What follows belongs to an exercise in optimizing a design on an open flow for small area, a short achievable clock period and few clock cycles; a production flow would make more cautious choices. Function was checked by simulation only, so behaviour that the tests miss may differ from the original.

==> inputs of trial 61 <==
// cpce_aes256_cbc
module cpce_aes256_cbc (
    input  wire         clk,
    input  wire         rst,
    input  wire         cmd_valid,
    output wire         cmd_ready,
    input  wire [1:0]   cmd_op,
    input  wire [255:0] cmd_key,
    input  wire [127:0] cmd_data,
    output reg          res_valid,
    output wire [127:0] res_data
);
==> module aes256_key_step, before the edit <==
module aes256_key_step (
    input  wire [255:0] w,
    input  wire         bwd,
    input  wire [3:0]   idx,
    output wire [255:0] wn
);
    wire [31:0] last  = bwd ? w[159:128] : w[31:0];
    wire [31:0] sw_in = idx[0] ? last : {last[23:0], last[31:24]};
    wire [31:0] sw;
    reg  [7:0]  rcon;
    aes_sbox_fwd u_s0 (.a(sw_in[31:24]), .y(sw[31:24]));
    aes_sbox_fwd u_s1 (.a(sw_in[23:16]), .y(sw[23:16]));
    aes_sbox_fwd u_s2 (.a(sw_in[15:8]),  .y(sw[15:8]));
    aes_sbox_fwd u_s3 (.a(sw_in[7:0]),   .y(sw[7:0]));
    always @(*) begin
        case (idx[3:1])
            3'd1:    rcon = 8'h01;
            3'd2:    rcon = 8'h02;
            3'd3:    rcon = 8'h04;
            3'd4:    rcon = 8'h08;
            3'd5:    rcon = 8'h10;
            3'd6:    rcon = 8'h20;
            3'd7:    rcon = 8'h40;
            default: rcon = 8'h00;
        endcase
    end
    wire [31:0] t = idx[0] ? sw : (sw ^ {rcon, 24'h0});
    wire [31:0] f0 = w[255:224] ^ t;
    wire [31:0] f1 = w[223:192] ^ f0;
    wire [31:0] f2 = w[191:160] ^ f1;
    wire [31:0] f3 = w[159:128] ^ f2;
    wire [31:0] b0 = w[127:96] ^ t;
    wire [31:0] b1 = w[95:64]  ^ w[127:96];
    wire [31:0] b2 = w[63:32]  ^ w[95:64];
    wire [31:0] b3 = w[31:0]   ^ w[63:32];
    assign wn = bwd ? {b0, b1, b2, b3, w[255:128]} : {w[127:0], f0, f1, f2, f3};
endmodule
==> module cpce_aes256_cbc, before the edit <==
module cpce_aes256_cbc (
    input  wire         clk,
    input  wire         rst,
    input  wire         cmd_valid,
    output wire         cmd_ready,
    input  wire [1:0]   cmd_op,
    input  wire [255:0] cmd_key,
    input  wire [127:0] cmd_data,
    output reg          res_valid,
    output wire [127:0] res_data
);
    localparam OP_INIT = 2'd0;
    localparam OP_ENC  = 2'd1;
    localparam OP_DEC  = 2'd2;
    localparam OP_ZERO = 2'd3;
    localparam S_IDLE = 2'd0;
    localparam S_RUN  = 2'd1;
    localparam S_PREP = 2'd2;
    reg  [1:0]   state;
    reg  [3:0]   rnd;        
    reg          dec;        
    reg          bwd;        
    reg          kmode;      
    reg          ivp;        
    reg          after_dec;  
    reg  [127:0] st;         
    reg  [127:0] chain;      
    reg  [127:0] cx;         
    reg  [255:0] kb;         
    reg  [255:0] kw;         
    wire run      = (state == S_RUN);
    wire last_enc = (rnd == 4'd14);
    wire last_dec = (rnd == 4'd0);
    wire last     = dec ? last_dec : last_enc;
    wire [255:0] kw_step;
    aes256_key_step u_key (.w(kw), .bwd(bwd), .idx(rnd + 4'd1), .wn(kw_step));
    wire [127:0] kd;
    aes_colrev u_kd (.a(kw[255:128]), .y(kd));
    wire [127:0] kx = dec ? kd : (last_enc ? kw[127:0] : 128'h0);
    wire [127:0] kn = dec ? 128'h0 : kw[127:0];
    wire [127:0] y;          
    wire [127:0] u;          
    aes_round u_round (.s(st), .dec(dec), .kx(kx), .kn(kn), .y(y), .u(u));
    wire [127:0] u_nat;
    aes_colrev u_un (.a(u), .y(u_nat));
    wire op_key = (cmd_op == OP_INIT) || (cmd_op == OP_ZERO);
    wire op_enc = (cmd_op == OP_ENC);
    wire op_dec = (cmd_op == OP_DEC);
    assign cmd_ready = (state == S_IDLE) ? (op_key || (op_enc && !kmode) || (op_dec && kmode)) :
                       run ? (op_key || (last && op_enc && !kmode)) : 1'b0;
    assign res_data  = chain;
    wire accept = cmd_valid && cmd_ready;
    wire need_prep = cmd_valid && ((op_enc && kmode) || (op_dec && !kmode));
    wire [127:0] chsel = ivp ? cx : (run ? u : (after_dec ? cx : chain));
    wire [127:0] enc_in = cmd_data ^ chsel ^ kb[255:128];
    wire [127:0] dec_in;
    aes_colrev u_din (.a(cmd_data ^ kb[127:0]), .y(dec_in));
    wire prep_done = bwd ? (rnd == 4'd1) : (rnd == 4'd13);
    always @(posedge clk) begin
        if (run && !last) st <= y;
        else              st <= op_enc ? enc_in : dec_in;
        res_valid <= 1'b0;
        if (rst) begin
            state     <= S_IDLE;
            kmode     <= 1'b0;
            ivp       <= 1'b0;
            after_dec <= 1'b0;
            chain     <= 128'h0;
            kb        <= 256'h0;
        end else begin
            case (state)
                S_RUN: begin
                    kw <= kw_step;
                    if (dec) begin
                        rnd <= rnd - 4'd1;
                        if (rnd == 4'd1)
                            kw[255:128] <= kw_step[255:128] ^ chain;
                    end else begin
                        rnd <= rnd + 4'd1;
                    end
                    if (last) begin
                        state     <= S_IDLE;
                        chain     <= dec ? u_nat : u;
                        res_valid <= 1'b1;
                        after_dec <= dec;
                    end
                end
                S_PREP: begin
                    kw <= kw_step;
                    if (bwd) rnd <= rnd - 4'd1;
                    else     rnd <= rnd + 4'd1;
                    if (prep_done) begin
                        kb    <= kw_step;
                        kmode <= ~kmode;
                        state <= S_IDLE;
                    end
                end
                default: begin  
                    if (ivp || after_dec) chain <= cx;
                    ivp       <= 1'b0;
                    after_dec <= 1'b0;
                    if (need_prep) begin
                        state <= S_PREP;
                        kw    <= kb;
                        bwd   <= kmode;
                        rnd   <= kmode ? 4'd13 : 4'd1;
                    end
                end
            endcase
            if (accept) begin
                if (op_key) begin
                    kb    <= (cmd_op == OP_INIT) ? cmd_key : 256'h0;
                    cx    <= (cmd_op == OP_INIT) ? cmd_data : 128'h0;
                    kmode <= 1'b0;
                    ivp   <= 1'b1;
                end else begin
                    state     <= S_RUN;
                    ivp       <= 1'b0;
                    after_dec <= 1'b0;
                    kw        <= kb;
                    dec       <= op_dec;
                    bwd       <= op_dec;
                    rnd       <= op_dec ? 4'd13 : 4'd1;
                    if (op_dec) begin
                        cx    <= cmd_data;
                        chain <= chsel;
                    end
                end
            end
        end
    end
endmodule
clock: 10.0 ns
lec_check: 0
cap_margin: 20
core_margin: 2
core_utilization: 45
place_density: 0.55
slew_margin: 20
run.sh (not shown) runs the stock make flow with config.mk's settings and CLKGATE_MAP_FILE= SYNTH_SCRIPT=/design/flow/synth_recipe.tcl, a recipe that flattens the netlist after the stock synthesis.
==> build 30: changes against trial 61 <==
--- a/flow/design.v
+++ b/flow/design.v
@@ -208,12 +208,10 @@
     output wire [255:0] wn
 );
-    wire [31:0] last  = bwd ? w[159:128] : w[31:0];
-    wire [31:0] sw_in = idx[0] ? last : {last[23:0], last[31:24]};
     wire [31:0] sw;
     reg  [7:0]  rcon;
-    aes_sbox_fwd u_s0 (.a(sw_in[31:24]), .y(sw[31:24]));
-    aes_sbox_fwd u_s1 (.a(sw_in[23:16]), .y(sw[23:16]));
-    aes_sbox_fwd u_s2 (.a(sw_in[15:8]),  .y(sw[15:8]));
-    aes_sbox_fwd u_s3 (.a(sw_in[7:0]),   .y(sw[7:0]));
+    aes_sbox_fwd u_s0 (.a(w[31:24]), .y(sw[31:24]));
+    aes_sbox_fwd u_s1 (.a(w[23:16]), .y(sw[23:16]));
+    aes_sbox_fwd u_s2 (.a(w[15:8]),  .y(sw[15:8]));
+    aes_sbox_fwd u_s3 (.a(w[7:0]),   .y(sw[7:0]));
     always @(*) begin
         case (idx[3:1])
@@ -228,14 +226,15 @@
         endcase
     end
-    wire [31:0] t = idx[0] ? sw : (sw ^ {rcon, 24'h0});
-    wire [31:0] f0 = w[255:224] ^ t;
-    wire [31:0] f1 = w[223:192] ^ f0;
-    wire [31:0] f2 = w[191:160] ^ f1;
-    wire [31:0] f3 = w[159:128] ^ f2;
-    wire [31:0] b0 = w[127:96] ^ t;
-    wire [31:0] b1 = w[95:64]  ^ w[127:96];
-    wire [31:0] b2 = w[63:32]  ^ w[95:64];
-    wire [31:0] b3 = w[31:0]   ^ w[63:32];
-    assign wn = bwd ? {b0, b1, b2, b3, w[255:128]} : {w[127:0], f0, f1, f2, f3};
+    wire [31:0] t = idx[0] ? sw : ({sw[23:0], sw[31:24]} ^ {rcon, 24'h0});
+    wire [31:0] h0 = w[255:224];
+    wire [31:0] h1 = w[223:192];
+    wire [31:0] h2 = w[191:160];
+    wire [31:0] h3 = w[159:128];
+    wire [31:0] tf = bwd ? 32'h0 : t;
+    wire [31:0] n0 = h0 ^ t;
+    wire [31:0] n1 = (h1 ^ h0) ^ tf;
+    wire [31:0] n2 = (h2 ^ h1 ^ (bwd ? 32'h0 : h0)) ^ tf;
+    wire [31:0] n3 = (h3 ^ h2 ^ (bwd ? 32'h0 : h1 ^ h0)) ^ tf;
+    assign wn = {w[127:0], n0, n1, n2, n3};
 endmodule
 module cpce_aes256_cbc (
@@ -276,5 +275,5 @@
     aes256_key_step u_key (.w(kw), .bwd(bwd), .idx(rnd + 4'd1), .wn(kw_step));
     wire [127:0] kd;
-    aes_colrev u_kd (.a(kw[255:128]), .y(kd));
+    aes_colrev u_kd (.a(kw[127:0]), .y(kd));
     wire [127:0] kx = dec ? kd : (last_enc ? kw[127:0] : 128'h0);
     wire [127:0] kn = dec ? 128'h0 : kw[127:0];
@@ -295,5 +294,5 @@
     wire [127:0] enc_in = cmd_data ^ chsel ^ kb[255:128];
     wire [127:0] dec_in;
-    aes_colrev u_din (.a(cmd_data ^ kb[127:0]), .y(dec_in));
+    aes_colrev u_din (.a(cmd_data ^ kb[255:128]), .y(dec_in));
     wire prep_done = bwd ? (rnd == 4'd1) : (rnd == 4'd13);
     always @(posedge clk) begin
@@ -315,5 +314,5 @@
                         rnd <= rnd - 4'd1;
                         if (rnd == 4'd1)
-                            kw[255:128] <= kw_step[255:128] ^ chain;
+                            kw[127:0] <= kw_step[127:0] ^ chain;
                     end else begin
                         rnd <= rnd + 4'd1;
@@ -324,4 +323,10 @@
                         res_valid <= 1'b1;
                         after_dec <= dec;
+                        if (need_prep) begin
+                            state <= S_PREP;
+                            kw    <= kb;
+                            bwd   <= kmode;
+                            rnd   <= kmode ? 4'd13 : 4'd1;
+                        end
                     end
                 end
@@ -331,5 +336,5 @@
                     else     rnd <= rnd + 4'd1;
                     if (prep_done) begin
-                        kb    <= kw_step;
+                        kb    <= {kw_step[127:0], kw_step[255:128]};
                         kmode <= ~kmode;
                         state <= S_IDLE;
--- a/flow/config.mk
+++ b/flow/config.mk
@@ -8,5 +8,6 @@
 export CAP_MARGIN = 20
 export CORE_MARGIN = 2
-export CORE_UTILIZATION = 45
-export PLACE_DENSITY = 0.55
+export CORE_UTILIZATION = 52
+export PLACE_DENSITY = 0.62
+export SETUP_SLACK_MARGIN = 2.0
 export SLEW_MARGIN = 20
==> build 93: changes against trial 61 <==
--- a/flow/design.v
+++ b/flow/design.v
@@ -208,12 +208,10 @@
     output wire [255:0] wn
 );
-    wire [31:0] last  = bwd ? w[159:128] : w[31:0];
-    wire [31:0] sw_in = idx[0] ? last : {last[23:0], last[31:24]};
     wire [31:0] sw;
     reg  [7:0]  rcon;
-    aes_sbox_fwd u_s0 (.a(sw_in[31:24]), .y(sw[31:24]));
-    aes_sbox_fwd u_s1 (.a(sw_in[23:16]), .y(sw[23:16]));
-    aes_sbox_fwd u_s2 (.a(sw_in[15:8]),  .y(sw[15:8]));
-    aes_sbox_fwd u_s3 (.a(sw_in[7:0]),   .y(sw[7:0]));
+    aes_sbox_fwd u_s0 (.a(w[31:24]), .y(sw[31:24]));
+    aes_sbox_fwd u_s1 (.a(w[23:16]), .y(sw[23:16]));
+    aes_sbox_fwd u_s2 (.a(w[15:8]),  .y(sw[15:8]));
+    aes_sbox_fwd u_s3 (.a(w[7:0]),   .y(sw[7:0]));
     always @(*) begin
         case (idx[3:1])
@@ -228,14 +226,15 @@
         endcase
     end
-    wire [31:0] t = idx[0] ? sw : (sw ^ {rcon, 24'h0});
-    wire [31:0] f0 = w[255:224] ^ t;
-    wire [31:0] f1 = w[223:192] ^ f0;
-    wire [31:0] f2 = w[191:160] ^ f1;
-    wire [31:0] f3 = w[159:128] ^ f2;
-    wire [31:0] b0 = w[127:96] ^ t;
-    wire [31:0] b1 = w[95:64]  ^ w[127:96];
-    wire [31:0] b2 = w[63:32]  ^ w[95:64];
-    wire [31:0] b3 = w[31:0]   ^ w[63:32];
-    assign wn = bwd ? {b0, b1, b2, b3, w[255:128]} : {w[127:0], f0, f1, f2, f3};
+    wire [31:0] t = idx[0] ? sw : ({sw[23:0], sw[31:24]} ^ {rcon, 24'h0});
+    wire [31:0] h0 = w[255:224];
+    wire [31:0] h1 = w[223:192];
+    wire [31:0] h2 = w[191:160];
+    wire [31:0] h3 = w[159:128];
+    wire [31:0] tf = bwd ? 32'h0 : t;
+    wire [31:0] n0 = h0 ^ t;
+    wire [31:0] n1 = (h1 ^ h0) ^ tf;
+    wire [31:0] n2 = (h2 ^ h1 ^ (bwd ? 32'h0 : h0)) ^ tf;
+    wire [31:0] n3 = (h3 ^ h2 ^ (bwd ? 32'h0 : h1 ^ h0)) ^ tf;
+    assign wn = {w[127:0], n0, n1, n2, n3};
 endmodule
 module cpce_aes256_cbc (
@@ -276,5 +275,5 @@
     aes256_key_step u_key (.w(kw), .bwd(bwd), .idx(rnd + 4'd1), .wn(kw_step));
     wire [127:0] kd;
-    aes_colrev u_kd (.a(kw[255:128]), .y(kd));
+    aes_colrev u_kd (.a(kw[127:0]), .y(kd));
     wire [127:0] kx = dec ? kd : (last_enc ? kw[127:0] : 128'h0);
     wire [127:0] kn = dec ? 128'h0 : kw[127:0];
@@ -295,5 +294,5 @@
     wire [127:0] enc_in = cmd_data ^ chsel ^ kb[255:128];
     wire [127:0] dec_in;
-    aes_colrev u_din (.a(cmd_data ^ kb[127:0]), .y(dec_in));
+    aes_colrev u_din (.a(cmd_data ^ kb[255:128]), .y(dec_in));
     wire prep_done = bwd ? (rnd == 4'd1) : (rnd == 4'd13);
     always @(posedge clk) begin
@@ -315,5 +314,5 @@
                         rnd <= rnd - 4'd1;
                         if (rnd == 4'd1)
-                            kw[255:128] <= kw_step[255:128] ^ chain;
+                            kw[127:0] <= kw_step[127:0] ^ chain;
                     end else begin
                         rnd <= rnd + 4'd1;
@@ -324,4 +323,10 @@
                         res_valid <= 1'b1;
                         after_dec <= dec;
+                        if (need_prep) begin
+                            state <= S_PREP;
+                            kw    <= kb;
+                            bwd   <= kmode;
+                            rnd   <= kmode ? 4'd13 : 4'd1;
+                        end
                     end
                 end
@@ -331,5 +336,5 @@
                     else     rnd <= rnd + 4'd1;
                     if (prep_done) begin
-                        kb    <= kw_step;
+                        kb    <= {kw_step[127:0], kw_step[255:128]};
                         kmode <= ~kmode;
                         state <= S_IDLE;
--- a/flow/config.mk
+++ b/flow/config.mk
@@ -8,5 +8,6 @@
 export CAP_MARGIN = 20
 export CORE_MARGIN = 2
-export CORE_UTILIZATION = 45
-export PLACE_DENSITY = 0.55
+export CORE_UTILIZATION = 52
+export PLACE_DENSITY = 0.62
+export SETUP_SLACK_MARGIN = 1.5
 export SLEW_MARGIN = 20
==> metrics.json <==
{
  "run_status": {"value": "no timing/DRC/antenna violations"},
  "synth_cells": {"value": 14000},
  "critical_path_depth": {"value": 32},
  "finalCriticalPeriod": {"value": 8.04, "unit": "ns"},
  "final_cells": {"value": 17300},
  "global_routing_usage_summed_across_all_routing_layers": {"value": 51.6, "unit": "%"},
  "drt_iter0_markers": {"value": 21700},
  "post_route_cells_drive_above_1_share": {"value": 15.4, "unit": "%"},
  "crit-reg2reg-launch": {"value": "dec"},
  "die_y_extent": {"value": 470, "unit": "µm"}
}
The numbers above come from build 30.

==> metrics.json <==
{
  "global_routing_usage_summed_across_all_routing_layers": {"value": 48.5, "unit": "%"},
  "check.faults": {"value": "setup timing"},
  "crit-reg2reg-launch": {"value": "kw[153]"},
  "drt_iter0_markers": {"value": 20200},
  "run_status": {"value": "finished with violations"},
  "critical_path_depth": {"value": 25},
  "final_cells": {"value": 17400},
  "synth_cells": {"value": 13700},
  "fin_ws": {"value": -0.0173, "unit": "ns"},
  "finalCriticalPeriod": {"value": 10.02, "unit": "ns"},
  "timing.final.setup_violations": {"value": 1},
  "die_y_extent": {"value": 505, "unit": "µm"}
}
The numbers above come from trial 61.

==> metrics.json <==
{
  "final_cells": {"value": 17100},
  "post_route_cells_drive_above_1_share": {"value": 11.5, "unit": "%"},
  "grt_setup_unrepaired": {"value": "yes"},
  "critical_path_depth": {"value": 26},
  "synth.cell_area": {"value": 0.113, "unit": "mm²"},
  "finalCriticalPeriod": {"value": 8.50, "unit": "ns"},
  "timing.final.setup_violations": {"value": 0},
  "area_growth": {"value": 14.0, "unit": "%"},
  "die_y_extent": {"value": 470, "unit": "µm"},
  "run_status": {"value": "no timing/DRC/antenna violations"},
  "synth_cells": {"value": 14000},
  "drt_iter0_markers": {"value": 20800},
  "r2r_end": {"value": "kw[58]"}
}
The numbers above come from build 93.

Testbench counts of trial 61, summed over its fixed seeds: cycles 13,848.
Testbench counts of build 30, summed over its fixed seeds: cycles 13,759.
Testbench counts of build 93, summed over its fixed seeds: cycles 13,759.

static timing again, ports no longer ideal:
No port has a modelled driver above. Below, the same layouts with a new extraction and two added sets of constraints. Step 1 sets driving cells, clkbuf_16 on the clock port and buf_2 on the other inputs (assumed; they add their load-dependent delay and slew). Step 2, shift: input delay + t, output delay - t, t = (earliest + latest rising clock arrival at the registers) / 2. This alone moves slack from input paths to output paths. Three values: ideal ports, drivers, drivers and shift; two values: the first two.
run	shift t [ns]	setup WS [ns]	worst hold slack (ns)	worst data-port slew with drivers (ns)	cell pins on the clock port's net
trial 61	0.970	-0.017 / -0.017 / -0.017	0.571 / 0.571 / 0.571	0.25	1
build 30	0.950	1.955 / 1.955 / 1.955	0.521 / 0.521 / 0.521	0.24	1
build 93	0.925	1.503 / 1.503 / 1.503	0.520 / 0.520 / 0.520	0.17	1
